This design comes from an exercise in tuning for small area, a short achievable clock period and few clock cycles on the open sky130 flow, not from production work. Only simulation tests tie the RTL to the original design; equivalence was not proved. Power and IR drop assume default switching activity.

--- constraint.sdc ---
create_clock -name core_clock -period 8.0 [get_ports {clk}]
set_input_delay 1.6000 -clock core_clock [delete_from_list [all_inputs] [get_ports {clk}]]
set_output_delay 1.6000 -clock core_clock [all_outputs]
set_load 0.01 [all_outputs]
--- run.sh ---
#!/bin/bash
# synth_recipe.tcl (not shown) runs the flow's synth.tcl, then flattens the netlist and writes it again
# the make line also repeats each setting of config.mk as NAME=value (left out here)
make -C /OpenROAD-flow-scripts/flow DESIGN_CONFIG=/design/flow/config.mk WORK_HOME=/design/flow/orfs CLKGATE_MAP_FILE= SYNTH_SCRIPT=/design/flow/synth_recipe.tcl finish
--- config.mk ---
export PLATFORM = sky130hd
export DESIGN_NAME = vu128_codec
export DESIGN_NICKNAME = vu128_codec
export VERILOG_FILES = /design/flow/design.v
export SDC_FILE = /design/flow/constraint.sdc
export NUM_CORES = 4
export LEC_CHECK = 0
export ABC_CLOCK_PERIOD_IN_PS = 3000
export CAP_MARGIN = 20
export CORE_MARGIN = 2
export CORE_UTILIZATION = 25
export PLACE_DENSITY = 0.5
export SETUP_SLACK_MARGIN = 5
export SLEW_MARGIN = 20
--- design.v ---
module vu128_codec (
    input  wire         clk,
    input  wire         rst,
    input  wire         req_valid,
    output wire         req_ready,
    input  wire [7:0]   req_op,
    input  wire [127:0] req_a,
    input  wire [15:0]  req_off,
    input  wire [15:0]  req_len,
    output reg          rsp_valid,
    output reg  [2:0]   rsp_status,
    output wire         rsp_trunc,
    output wire [127:0] rsp_r,
    output reg  [4:0]   rsp_n,
    output reg          mem_valid,
    output reg          mem_we,
    output reg  [15:0]  mem_addr,
    output reg  [7:0]   mem_wdata,
    input  wire         mem_ready,
    input  wire [7:0]   mem_rdata
);
    localparam [2:0] ST_OK       = 3'd0,
                     ST_CAPACITY = 3'd1,
                     ST_SHORT    = 3'd2,
                     ST_WIDTH    = 3'd3,
                     ST_ILLEGAL  = 3'd4;
    assign rsp_trunc = 1'b0;
    reg         rdy;                     
    reg         s_prep, s_enc, s_dec0, s_decn, s_map, s_clr;
    reg [2:0]   pst;         
    reg [127:0] R;
    reg [16:0]  room;        
    reg [2:0]   wc_q;
    reg [4:0]   wth;         
    reg         fid, fze, fzd, fb32, fb64;
    reg         sgn_q;       
    reg         dmap;        
    reg [4:0]   cnt;         
    reg [4:0]   nlen;        
    reg [1:0]   wsel;        
    reg [15:0]  islot;       
    reg [2:0]   imed;        
    reg [8:0]   rem;         
    reg         tw;          
    assign req_ready = rdy;
    assign rsp_r     = R;
    wire [1:0] r_cls = req_op[7:6];
    wire [2:0] r_wc  = req_op[2:0];
    wire       r_w23 = (r_wc == 3'd2) || (r_wc == 3'd3);
    wire       r_legal = ~req_op[5] & (r_wc <= 3'd4) &
                         ((r_cls == 2'b00 || r_cls == 2'b01) ? ~req_op[4] :
                          (r_cls == 2'b10)                   ? (~req_op[4] & r_w23) :
                                                               (~req_op[4] | r_w23));
    wire       r_raw = (r_cls == 2'b11);
    wire       r_dec = req_op[3];
    wire [4:0] r_wth = {r_wc == 3'd4, r_wc >= 3'd3, r_wc >= 3'd2, r_wc >= 3'd1, 1'b1};
    reg        r_sgn;
    always @(*) begin
        case (r_wc)
            3'd0:    r_sgn = req_a[7];
            3'd1:    r_sgn = req_a[15];
            3'd2:    r_sgn = req_a[31];
            3'd3:    r_sgn = req_a[63];
            default: r_sgn = req_a[127];
        endcase
    end
    wire r_br = (r_cls == 2'b10) || (r_raw && req_op[4]);
    wire r_ze = (r_cls == 2'b01 && !r_dec) || (r_raw && !req_op[4] && !r_dec);
    wire r_zd = (r_cls == 2'b01 &&  r_dec) || (r_raw && !req_op[4] &&  r_dec);
    wire r_id = (r_cls == 2'b00);
    wire [127:0] Q   = rdy ? req_a : R;
    wire         r_mon = r_legal & (r_raw | ~r_dec);    
    wire         mid  = rdy ? (r_mon & r_id)  : fid;
    wire         mze  = rdy ? (r_mon & r_ze)  : fze;
    wire         mzd  = rdy ? (r_mon & r_zd)  : fzd;
    wire         mb32 = rdy ? (r_mon & r_br & (r_wc == 3'd2)) : fb32;
    wire         mb64 = rdy ? (r_mon & r_br & (r_wc == 3'd3)) : fb64;
    wire [4:0]   mwth = rdy ? r_wth : wth;
    wire [127:0] wm = {{64{mwth[4]}}, {32{mwth[3]}}, {16{mwth[2]}}, {8{mwth[1]}}, {8{mwth[0]}}};
    wire         x  = (mze & (rdy ? r_sgn : 1'b0)) | (mzd & Q[0]);
    reg  [127:0] mapv;
    integer i;
    always @(*) begin
        for (i = 0; i < 128; i = i + 1) begin
            mapv[i] = mid & Q[i];
            if (i > 0)   mapv[i] = mapv[i] | (mze & Q[i-1]);
            if (i < 127) mapv[i] = mapv[i] | (mzd & Q[i+1] & wm[i+1]);
            if (i < 32)  mapv[i] = mapv[i] | (mb32 & Q[31-i]);
            if (i < 64)  mapv[i] = mapv[i] | (mb64 & Q[63-i]);
            mapv[i] = (mapv[i] ^ x) & wm[i];
        end
    end
    reg [15:0] nz;
    reg [3:0]  hi;           
    reg [4:0]  e_cntl;       
    reg [4:0]  e_nl;         
    integer k;
    always @(*) begin
        for (k = 0; k < 16; k = k + 1) nz[k] = |R[8*k +: 8];
        hi = 4'd0; e_cntl = 5'd1; e_nl = 5'd2;
        for (k = 1; k < 16; k = k + 1) if (nz[k]) begin hi = k; e_cntl = k + 1; e_nl = k + 2; end
    end
    wire ge7  = R[7]  | (|nz[15:1]);
    wire ge14 = |R[15:14] | (|nz[15:2]);
    wire ge21 = |R[23:21] | (|nz[15:3]);
    wire ge28 = |R[31:28] | (|nz[15:4]);
    reg [7:0] e_b0;
    reg [4:0] e_cnt, e_n;
    reg [1:0] e_sel;
    always @(*) begin
        if (!ge7)       begin e_b0 = {1'b0, R[6:0]};    e_cnt = 5'd0; e_n = 5'd1; e_sel = 2'd0; end
        else if (!ge14) begin e_b0 = {2'b10, R[5:0]};   e_cnt = 5'd1; e_n = 5'd2; e_sel = 2'd3; end
        else if (!ge21) begin e_b0 = {3'b110, R[4:0]};  e_cnt = 5'd2; e_n = 5'd3; e_sel = 2'd2; end
        else if (!ge28) begin e_b0 = {4'b1110, R[3:0]}; e_cnt = 5'd3; e_n = 5'd4; e_sel = 2'd1; end
        else            begin e_b0 = {4'b1111, hi};     e_cnt = e_cntl; e_n = e_nl; e_sel = 2'd0; end
    end
    reg [4:0] maxlen;
    always @(*) begin
        case (wc_q)
            3'd0:    maxlen = 5'd2;
            3'd1:    maxlen = 5'd3;
            3'd2:    maxlen = 5'd5;
            3'd3:    maxlen = 5'd9;
            default: maxlen = 5'd17;
        endcase
    end
    wire        no_room = room[16] || (room[15:0] < {11'd0, maxlen});
    reg [7:0] e_next;
    always @(*) begin
        case (wsel)
            2'd0:    e_next = R[7:0];
            2'd1:    e_next = R[11:4];
            2'd2:    e_next = R[12:5];
            default: e_next = R[13:6];
        endcase
    end
    wire [7:0] b = mem_rdata;
    wire d_small = ~b[7];
    wire d_m2 = (b[7:6] == 2'b10);
    wire d_m3 = (b[7:5] == 3'b110);
    wire d_m4 = (b[7:4] == 4'b1110);
    wire d_lg = (b[7:4] == 4'b1111);
    reg  [4:0] d_len;
    always @(*) begin
        if (d_small)   d_len = 5'd1;
        else if (d_m2) d_len = 5'd2;
        else if (d_m3) d_len = 5'd3;
        else if (d_m4) d_len = 5'd4;
        else case (b[3:0])
            4'd0: d_len = 5'd2;   4'd1: d_len = 5'd3;   4'd2: d_len = 5'd4;   4'd3: d_len = 5'd5;
            4'd4: d_len = 5'd6;   4'd5: d_len = 5'd7;   4'd6: d_len = 5'd8;   4'd7: d_len = 5'd9;
            4'd8: d_len = 5'd10;  4'd9: d_len = 5'd11;  4'd10: d_len = 5'd12; 4'd11: d_len = 5'd13;
            4'd12: d_len = 5'd14; 4'd13: d_len = 5'd15; 4'd14: d_len = 5'd16; default: d_len = 5'd17;
        endcase
    end
    wire        rsmall = (room[15:5] == 11'd0);
    reg  [17:2] rlt;
    integer q;
    always @(*) for (q = 2; q <= 17; q = q + 1) rlt[q] = rsmall && (room[4:0] < q);
    wire d_short = ~d_small & (d_m2 ? rlt[2] : d_m3 ? rlt[3] : d_m4 ? rlt[4] : rlt[{1'b0, b[3:0]} + 5'd2]);
    reg [8:0] d_wbits;
    always @(*) begin
        case (wc_q)
            3'd0:    d_wbits = 9'd8;
            3'd1:    d_wbits = 9'd16;
            3'd2:    d_wbits = 9'd32;
            3'd3:    d_wbits = 9'd64;
            default: d_wbits = 9'd128;
        endcase
    end
    reg [7:0] twmask;
    integer t;
    always @(*) begin
        for (t = 0; t < 8; t = t + 1) twmask[t] = rem[8] || ({1'b0, t[7:0]} >= rem);
    end
    wire d_last = (cnt == 5'd1);
    wire tw_new = tw | |(b & twmask);
    reg [127:0] ins;
    integer j;
    always @(*) begin
        ins = 128'd0;
        if (s_dec0) begin
                ins = d_small ? {121'd0, b[6:0]} :
                      d_m2    ? ({122'd0, b[5:0]} << 8)  :
                      d_m3    ? ({123'd0, b[4:0]} << 16) :
                      d_m4    ? ({124'd0, b[3:0]} << 24) : 128'd0;
        end else if (s_decn) begin
            for (j = 0; j < 16; j = j + 1) ins[8*j +: 8] = {8{islot[j]}} & b;
            ins = ins | ({128{imed[0]}} & ({120'd0, b} << 6))
                      | ({128{imed[1]}} & ({120'd0, b} << 13))
                      | ({128{imed[2]}} & ({120'd0, b} << 20));
        end
    end
    wire xfer    = mem_valid & mem_ready;
    wire r_clr   = s_clr | (s_enc & (cnt == 5'd0));
    wire r_shift = (s_enc | s_dec0 | s_decn) & xfer;
    wire [127:0] r_sh = ((R >> 8) & {128{~s_dec0}}) | ins;
    always @(posedge clk) begin
        if (r_clr)
            R <= 128'd0;
        else if (rdy | s_map)
            R <= mapv;
        else if (r_shift)
            R <= r_sh;
    end
    always @(posedge clk) begin
        if (rst) begin
            rdy <= 1'b1;
            s_prep <= 1'b0; s_enc <= 1'b0; s_dec0 <= 1'b0; s_decn <= 1'b0;
            s_map <= 1'b0; s_clr <= 1'b0;
            rsp_valid <= 1'b0;
            mem_valid <= 1'b0;
        end else begin
            rsp_valid <= 1'b0;
            if (rdy && req_valid) begin
                rdy <= 1'b0;
                pst <= ST_OK;
                if (!r_legal) begin
                    rdy <= 1'b1;
                    rsp_valid <= 1'b1; rsp_status <= ST_ILLEGAL; rsp_n <= 5'd0;
                end else if (r_raw) begin
                    rdy <= 1'b1;
                    rsp_valid <= 1'b1; rsp_status <= ST_OK; rsp_n <= 5'd0;
                end else if (!r_dec) begin
                    s_prep <= 1'b1;
                end else if (req_off >= req_len) begin
                    rdy <= 1'b1;
                    rsp_valid <= 1'b1; rsp_status <= ST_SHORT; rsp_n <= 5'd0;
                end else begin
                    s_dec0 <= 1'b1;
                    mem_valid <= 1'b1;
                end
            end
            if (s_map | s_clr) begin
                s_map <= 1'b0; s_clr <= 1'b0;
                rdy <= 1'b1;
                rsp_valid <= 1'b1; rsp_status <= pst; rsp_n <= nlen;
            end
            if (s_prep) begin
                s_prep <= 1'b0;
                if (no_room) begin
                    s_clr <= 1'b1; pst <= ST_CAPACITY;
                end else begin
                    s_enc <= 1'b1;
                    mem_valid <= 1'b1;
                end
            end
            if (s_enc && mem_ready && cnt == 5'd0) begin
                s_enc <= 1'b0;
                mem_valid <= 1'b0;
                rdy <= 1'b1;
                rsp_valid <= 1'b1; rsp_status <= ST_OK; rsp_n <= nlen;
            end
            if (s_dec0 && mem_ready) begin
                s_dec0 <= 1'b0;
                if (d_short) begin
                    mem_valid <= 1'b0;
                    s_clr <= 1'b1; pst <= ST_SHORT;
                end else if (d_small) begin
                    mem_valid <= 1'b0;
                    if (dmap) begin
                        s_map <= 1'b1;
                    end else begin
                        rdy <= 1'b1;
                        rsp_valid <= 1'b1; rsp_status <= ST_OK; rsp_n <= 5'd1;
                    end
                end else begin
                    s_decn <= 1'b1;
                end
            end
            if (s_decn && mem_ready && d_last) begin
                s_decn <= 1'b0;
                mem_valid <= 1'b0;
                if (tw_new) begin
                    s_clr <= 1'b1; pst <= ST_WIDTH;
                end else if (dmap) begin
                    s_map <= 1'b1;
                end else begin
                    rdy <= 1'b1;
                    rsp_valid <= 1'b1; rsp_status <= ST_OK; rsp_n <= nlen;
                end
            end
        end
    end
    always @(posedge clk) begin
        if (rdy) begin
            room     <= {1'b0, req_len} - {1'b0, req_off};
            wc_q     <= r_wc;
            wth      <= r_wth;
            fid      <= r_id;
            fze      <= r_ze;
            fzd      <= r_zd;
            fb32     <= r_br & (r_wc == 3'd2);
            fb64     <= r_br & (r_wc != 3'd2);
            sgn_q    <= r_sgn;
            dmap     <= r_cls != 2'b00;
            mem_we   <= ~r_dec;
            nlen     <= 5'd0;
        end
        if (rdy)
            mem_addr <= req_off;
        else if (mem_valid & mem_ready)
            mem_addr <= mem_addr + 16'd1;
        if (s_prep) begin
            mem_wdata <= e_b0;
            nlen      <= no_room ? 5'd0 : e_n;
            cnt       <= e_cnt;
            wsel      <= e_sel;
        end
        if (s_enc && mem_ready) begin
            mem_wdata <= e_next;
            cnt       <= cnt - 5'd1;
        end
        if (s_dec0 && mem_ready) begin
            nlen     <= d_short ? 5'd0 : d_len;
            cnt      <= d_len - 5'd1;
            islot    <= d_lg ? (16'd1 << (b[3:0])) : 16'd0;
            imed     <= {d_m4, d_m3, d_m2};
            rem      <= d_wbits - (d_m2 ? 9'd6 : d_m3 ? 9'd5 : d_m4 ? 9'd4 : 9'd0);
            tw       <= 1'b0;
        end
        if (s_decn && mem_ready) begin
            rem      <= rem - 9'd8;
            tw       <= tw_new;
            cnt      <= cnt - 5'd1;
        end
    end
endmodule
==> results of run 1 <==
## stage by stage
step           hold WS [ps]  util (%)  std cells
3_5_place_dp            504      31.8       3380
3_3_place_gp            460      31.8       3380
2_1_floorplan           434         -       2248
4_1_cts                 554      38.7       3619
5_1_grt                 574      40.1       3661
6_report                553      40.1       3662
## report_power, final
| group | internal (uW) | leakage (uW) | total, uW | switching, uW |
|---|---|---|---|---|
| combinational | 821 | 0.00882 | 1810 | 984 |
| clock | 858 | 0.000511 | 1510 | 656 |
| sequential | 1480 | 0.00225 | 1750 | 267 |
| total | 3160 | 0.0116 | 5070 | 1910 |
## cells in the mapped netlist (6+ instances only)
cell	n	area share, %
o21ai_1	48	1.3
and2_1	19	0.63
o21ai_0	129	3.4
clkbuf_1	154	3.1
nor3_1	65	1.7
buf_2	32	0.85
buf_1	21	0.42
o311ai_0	7	0.33
mux2_2	67	4.0
a2111oi_0	9	0.42
nand4_1	11	0.37
a22o_1	6	0.28
o22ai_1	111	3.7
xor2_1	17	0.79
inv_1	52	1.0
a21oi_1	164	4.4
mux2i_1	117	6.2
a211oi_1	17	0.68
edfxtp_1	103	16
a221oi_1	6	0.28
a21o_1	10	0.40
and3_1	14	0.47
nand2b_1	17	0.57
o22a_1	32	1.5
o221ai_1	85	4.0
mux4_2	8	0.96
a222oi_1	65	3.5
nand3_1	27	0.72
a31oi_1	31	1.0
ha_1	28	1.9
dfxtp_1	142	15
nor2b_1	12	0.40
nor4_1	34	1.1
or3_1	9	0.30
nand2_1	131	2.6
buf_4	6	0.24
a22oi_1	10	0.40
nor2_1	223	4.4
xnor2_1	99	4.6
## timing repair
action	4_1_cts	5_1_grt
setup buffers	135	38
hold buffers	0	0
cloned	45	4
setup endpoints to repair	386	171
resized for setup	838	154
pin swaps	184	107
## final cells by class
type	instances	area, sq um
clock buffers	41	887
inverters	54	244
fillers	7232	44600
multi-input cells	1747	14600
clock inverters	18	161
well taps	969	1210
repair buffers	587	6600
diodes	1	2.50
flip-flops and latches	245	6150
## layout by cell type (no fill, tap or decap), types with 20 or more instances in the layout
cell type and n:
edfxtp_1 103, buf_12 46, nand3_1 22, buf_4 116, o221ai_1 47, xnor2_1 57
buf_16 26, buf_6 47, nor3_2 25, o22ai_1 82, inv_1 36, nor3_1 33
mux2i_1 97, o22ai_2 26, o22a_1 31, a31oi_1 28, xnor2_2 36, a21oi_1 157
dfxtp_1 20, clkdlybuf4s50_1 126, dfxtp_4 23, nor2_1 200, o221ai_2 23, a222oi_1 65
clkbuf_16 37, dlygate4sd2_1 175, dfxtp_2 99, nand2_1 113, mux2_2 67, o21ai_1 77
o21ai_0 91
## path summary, 6_finish.rpt
path         startpoint       end  slack (ps)  depth (start not counted)
max          req_len[0]  room[16]        4610                         12
min reg2reg       R[88]     R[88]         550                          2
max reg2reg         rdy     R[83]        4830                          9
min               R[88]     R[88]         550                          2
## worst max-delay path, delay by kind of cell
kind | cells | cell delay [ps]
AOI/OAI and AO/OA | 7 | 1330
adders and majority gates | 2 | 500
and+or+nand+nor | 1 | 140
buffers and inverters | 2 | 120
## logic make-up after synthesis
group | after synthesis | share of synthesized area [%]
compound gates | 800 | 29.1
simple gates | 594 | 14.8
buf+inv | 270 | 5.84
flops | 245 | 31.5
mux | 193 | 11.3
xor+xnor | 116 | 5.40
fa+ha+maj | 29 | 1.97
other cells | 1 | 0.0199
## metal layers
layer | vias to the layer above | share of wire (%) | global-route usage [%] | routed length, microns
li1 | 9573 | - | - | -
met1 | 10794 | 39 | 33.3 | 41900
met2 | 1582 | 45 | 40.9 | 47500
met3 | 348 | 11 | 6.27 | 11200
met4 | 2 | 5.5 | 12.3 | 5830
met5 | - | 0.0066 | 0 | 7
## state kept, by name, indices dropped and copies added, names as in the netlist, 2 cells and up
name / cells
mem_wdata: 8
cnt: 5
R: 128
room: 17
wth: 5
nlen: 5
rem: 9
wsel: 2
mem_addr: 16
pst: 3
islot: 16
imed: 3
rsp_n: 5
rsp_status: 3
wc_q: 3
==> summary.txt, run 1 <==
- Layout cell share with drive strength beyond 1: 33.5%
- DRT antenna net count: 0
- Crit path DAT: 3690 ps
- RSZ-0062 raised after global routing: true
- Total core area: 0.0744 sq mm
- Post-layout minimum cycle time: 3390 ps
- Drt wl/cell: 29.1 microns
- Post-synth EDFFs: 103
- Final setup margin: 4610 ps
- CTS tree: built
- Pwr/cell area: 170 mW/mm^2
- Clock Latency Late Sink: 590 ps
- Period utilization: 42.4%
- CTS root buf: clkbuf_16
- DP HPWL: 64,900 microns
- Ys flop type: dfxtp_1
- VDD IR max: 0.108 mV
- Fmax: 295 MHz
- GPL Wtd Cong: 0.930
- Pre-CTS setup slack: 2440 ps
- Worst path cell trace: buf_8 > inv_12 > ha_4 > fa_2 > nor2b_2 > o21ai_2 > a21boi_2 > o21ai_2 > a211o_1 > o311ai_4 > o22a_1 > a221oi_2
- DP Area: 0.0237 sq mm
- Crit Path Max Fanout: 3
- Die area: 0.0775 sq mm
- H-tree Lvls: 2
- Req. time, crit path: 8290 ps
- CP Launch Type: primary input
- Final Instance Area: 0.0299 sq mm
- Number of distinct library cells after synthesis: 90
- Layout Skew: 47.8 ps
- IO Pins: 345
- Outcome: complete, no violations
- Mapped Avg Cell Area: 8.37 sq um
- PortBufs: 343
- Via Count: 22,299
- Max-cap violations: 0
- Area grow syn2layout: 58.8%
- Kind of critical path: primary input to flop
- Initial antenna violation count: 2
- Asr flop ratio synth: 0%
- Router iterations before antenna repair: 10
- Fin Setup TNS: 0 ps
- CP Capture Type: flop
- GRT Util Overall: 26.0%
- DR vias/cell: 6.09
- Horiz. Die Dim: 278 microns
- Worst-path clk slew: 60 ps
- Final #Nets: 2,878
- Synth Instances: 2,248
- Worst path slowest cell: fa_2
- Die height: 278 microns
- Total power: 5070 uW
- Clock tree buffer depth: 3
- #FFs+latches synth: 245
- Syn nets: 2,457
- Residual DRC: 0
- Seq/Total Area, Yosys: 31.5%
- Lkg Pwr: 0.0116 uW
- Largest net degree at the start of global routing: 97
- Slew margin rel.: 19.5%
- # rows: 100
- First-pass GRT wire length: 152,000 microns
- Initial Utilization: 25.3%
- Hold Vio Cnt, Final: 0
- Synthesized area: 0.0188 sq mm
- Worst Max-Slew Pin Slew: 1210 ps
- CTS buffer count: 34
- DRT iter0 DRCs: 3,172
- Worst hold path class: flop to flop
- Vias in the first global route: 21,626
- Final max-slew violation count: 0
- Crit-path most repeated cell: o21ai_2
- Syn. warnings: 1
- GRT overflow: 0
- Max stage delay on crit path: 350 ps
- Final wirelength: 106,000 microns
- CTS sink cnt: 245
- Setup Viol. Count Final: 0
Testbench counts, summed over its fixed seeds: cycles 30,997.
==> run 2: changes to the inputs <==
--- a/config.mk
+++ b/config.mk
@@ -8,7 +8,7 @@
 export ABC_CLOCK_PERIOD_IN_PS = 3000
 export CAP_MARGIN = 20
 export CORE_MARGIN = 2
-export CORE_UTILIZATION = 25
-export PLACE_DENSITY = 0.5
+export CORE_UTILIZATION = 40
+export PLACE_DENSITY = 0.6
 export SETUP_SLACK_MARGIN = 5
 export SLEW_MARGIN = 20
==> summary.txt, run 2 <==
- DRT antenna net count: 0 (unchanged)
- Crit path from: req_len[10]
- Area grow syn2layout: 59.6%
- Worst hold path class: flop to flop
- Die height: 221 microns (-21%)
- CP Capture Type: flop
- #FFs+latches synth: 245 (unchanged)
- CTS buffer count: 31 (-8.8%)
- Outcome: complete, no violations
- Initial antenna violation count: 5 (+3)
- Synthesized area: 0.0188 sq mm (unchanged)
- Number of distinct library cells after synthesis: 90 (unchanged)
- Most instantiated library cell after synthesis: nor2_1
- Diodes inserted: 0 (-1)
- RSZ-0062 raised after global routing: true
- Setup Viol. Count Final: 0 (unchanged)
- PortBufs: 343 (unchanged)
- Post-synth EDFFs: 103 (unchanged)
- Period utilization: 42.5% (+0.11 points)
- Die area: 0.0488 sq mm (-37%)
- Kind of critical path: primary input to flop
- Synth top area cells: edfxtp_1 16%, dfxtp_1 15%, mux2i_1 6.2%, xnor2_1 4.6%, nor2_1 4.4%
- CTS root buf: clkbuf_16
- Slew margin rel.: 19.2% (-0.28 points)
- Syn nets: 2,457 (unchanged)
- Horiz. Die Dim: 221 microns (-21%)
- Post-synth top area share: 16.4% (unchanged)
- Fmax: 294 MHz (-0.25%)
- Hold buffer count at cts: 0 (unchanged)
- Worst Max-Slew Pin Slew: 1180 ps (-29.5 ps)
- Router iterations before antenna repair: 10 (unchanged)
- Syn. warnings: 1 (unchanged)
- Fin util: 64.6% (+25 points)
- Final wirelength: 98,900 microns (-7.1%)
- Via Count: 22,876 (+2.6%)
- # rows: 79 (-21%)
- Crit Path Max Fanout: 7 (+4)
- Largest net degree at the start of global routing: 101 (+4.1%)
- R2R Path Start: rdy
- Clock Latency Late Sink: 600 ps (about the same)
- Filler instances: 3,761 (-48%)
- Vias in the first global route: 22,146 (+2.4%)
- Pwr/cell area: 166 mW/mm^2 (-2.3%)
- GPL Wtd Cong: 0.978 (+5.2%)
- Commonest cells after routing, fill and taps aside: 201 x nor2_1, 172 x dlygate4sd2_1, 155 x a21oi_1
- Final #Nets: 2,950 (+2.5%)
- Residual DRC: 0 (unchanged)
- Crit path DAT: 3750 ps (+60 ps)
- DP HPWL: 57,700 microns (-11%)
- Reg2Reg Setup Slack: 5010 ps (+180 ps)
- Top flop regs: R (128), room (17)
- Layout cell share with drive strength beyond 1: 34.5% (+0.98 points)
- Commonest non-fill, non-tap cell in the layout: nor2_1
- Worst-path clk slew: 60 ps (about the same)
- Yosys top cell by area: edfxtp_1
- DRT iter0 DRCs: 3,764 (+19%)
- Final max-slew violation count: 0 (unchanged)
- IO Pins: 345 (unchanged)
- Hold path startpoint: nlen[1]
- Lkg Pwr: 0.0119 uW (+2.6%)
- First-pass GRT wire length: 144,000 microns (-4.9%)
- Max-cap violations: 0 (unchanged)
- CTS tree: built
- Fin Setup TNS: 0 ps (unchanged)
- Max reg flops: 128 (unchanged)
- Hold Vio Cnt, Final: 0 (unchanged)
- CP Launch Type: primary input
- GRT Util Overall: 38.3% (+12 points)
- Req. time, crit path: 8350 ps (+60 ps)
- CTS sink cnt: 245 (unchanged)
- GRT overflow: 0 (unchanged)
- Asr flop ratio synth: 0% (unchanged)
- DR vias/cell: 6.78 (+11%)
- Synth Instances: 2,248 (unchanged)
- Clock tree buffer depth: 3 (unchanged)
- Synth cell count leaders: 223 x nor2_1, 164 x a21oi_1, 154 x clkbuf_1
- Total core area: 0.0465 sq mm (-38%)
- Seq/Total Area, Yosys: 31.5% (unchanged)
- Layout Skew: 20.5 ps (-27.3 ps)
- VDD IR max: 0.231 mV (+110%)
- Reg with most FFs: R
- H-tree Lvls: 1 (-1)
- Post-layout minimum cycle time: 3400 ps (+8.67 ps)
- Ys flop type: dfxtp_1
- Initial Utilization: 40.5% (+15 points)
- Drt wl/cell: 29.3 microns (+0.86%)
- Mapped Avg Cell Area: 8.37 sq um (unchanged)
[run 2: where the power goes]
group / total, uW / internal [uW] / switching (uW)
Clock: 1430 / 830 / 602
Sequential: 1740 / 1480 / 262
Combinational: 1800 / 836 / 966
Total: 4970 / 3140 / 1830
[run 2: through the flow]
step / total power (uW) / hold WS, ps / instance area (sq um) / cells / setup slack [ps]
after global placement: 3100 / 461 / 23200 / 3015 / 2630
after global routing: 5120 / 575 / 30000 / 3373 / 4550
after floorplan: 2470 / 434 / 20000 / 2248 / 4240
after CTS: 4810 / 552 / 29000 / 3319 / 4590
after detailed placement: 3110 / 460 / 23200 / 3015 / 2530
final: 4970 / 553 / 30000 / 3373 / 4600
[run 2: logic make-up after synthesis]
kind of cell / share of synthesized area, %
other cells: 0.0199
mux: 11.3
fa+ha+maj: 1.97
xor+xnor: 5.40
buf+inv: 5.84
simple gates: 14.8
compound gates: 29.1
flops: 31.5
[run 2: layout make-up]
type	instances	area, sq um	area share [%]
inverters	54	238	0.792
well taps	607	759	2.53
clock buffers	46	925	3.08
clock inverters	12	95.1	0.317
flip-flops and latches	245	6160	20.5
repair buffers	656	7360	24.5
multi-input cells	1753	14500	48.2
[run 2: worst paths after layout]
path,endpoint,cells past startpoint
min reg2reg,rsp_n[1],1
min,rsp_n[1],1
max reg2reg,R[55],8
max,rsp_n[2],10
[run 2: routing by layer]
metal | GRT usage (%) | vias up | routed length, microns
met5 | 0 | - | 41
met4 | 21.2 | 6 | 6680
met3 | 10.3 | 437 | 11900
met2 | 58.5 | 1770 | 43100
met1 | 49.0 | 10908 | 37200
li1 | - | 9755 | -
[run 2: what timing repair did]
item | CTS | global route
endpoints found under the setup margin | 363 | 174
pin swaps | 214 | 133
gates cloned | 57 | 2
buffers inserted | 189 | 52
resized for setup | 871 | 146
[run 2: worst max-delay path: stages]
cell and delay, ps:
buf_2 110, ha_4 260, a21oi_2 140, o21ai_2 80, nor2b_4 130, a211o_1 270, nor4_4 480, o21ai_2 120
a31o_4 290, a32o_1 250

==> separate check: timing with driven ports <==
The flow's constraints put no driver on any port. The routed layouts listed below were extracted and timed again, unchanged, in two steps.
Step 1 sets driving cells, clkbuf_16 on the clock port and buf_2 on the other inputs (assumed; they add their load-dependent delay and slew).
Step 2 times the ports against the registers' clock, not the clock port: input delays grow and output delays shrink by t, the midpoint of the rising clock arrivals with the driver on.
Three values: no drivers, after step 1, after step 2; two values: the first two.
run | t, ns | setup slack, ns | worst data-port slew with drivers (ns)
run 1 | 0.627 | 4.608 / 4.571 / 3.944 | 0.11
run 2 | 0.653 | 4.599 / 4.626 / 3.974 | 0.07
After both steps setup and hold are still met in every run listed. For run 1, which loses most, drivers alone change the setup slack by -0.037 ns; drivers and shift together by -0.664 ns.
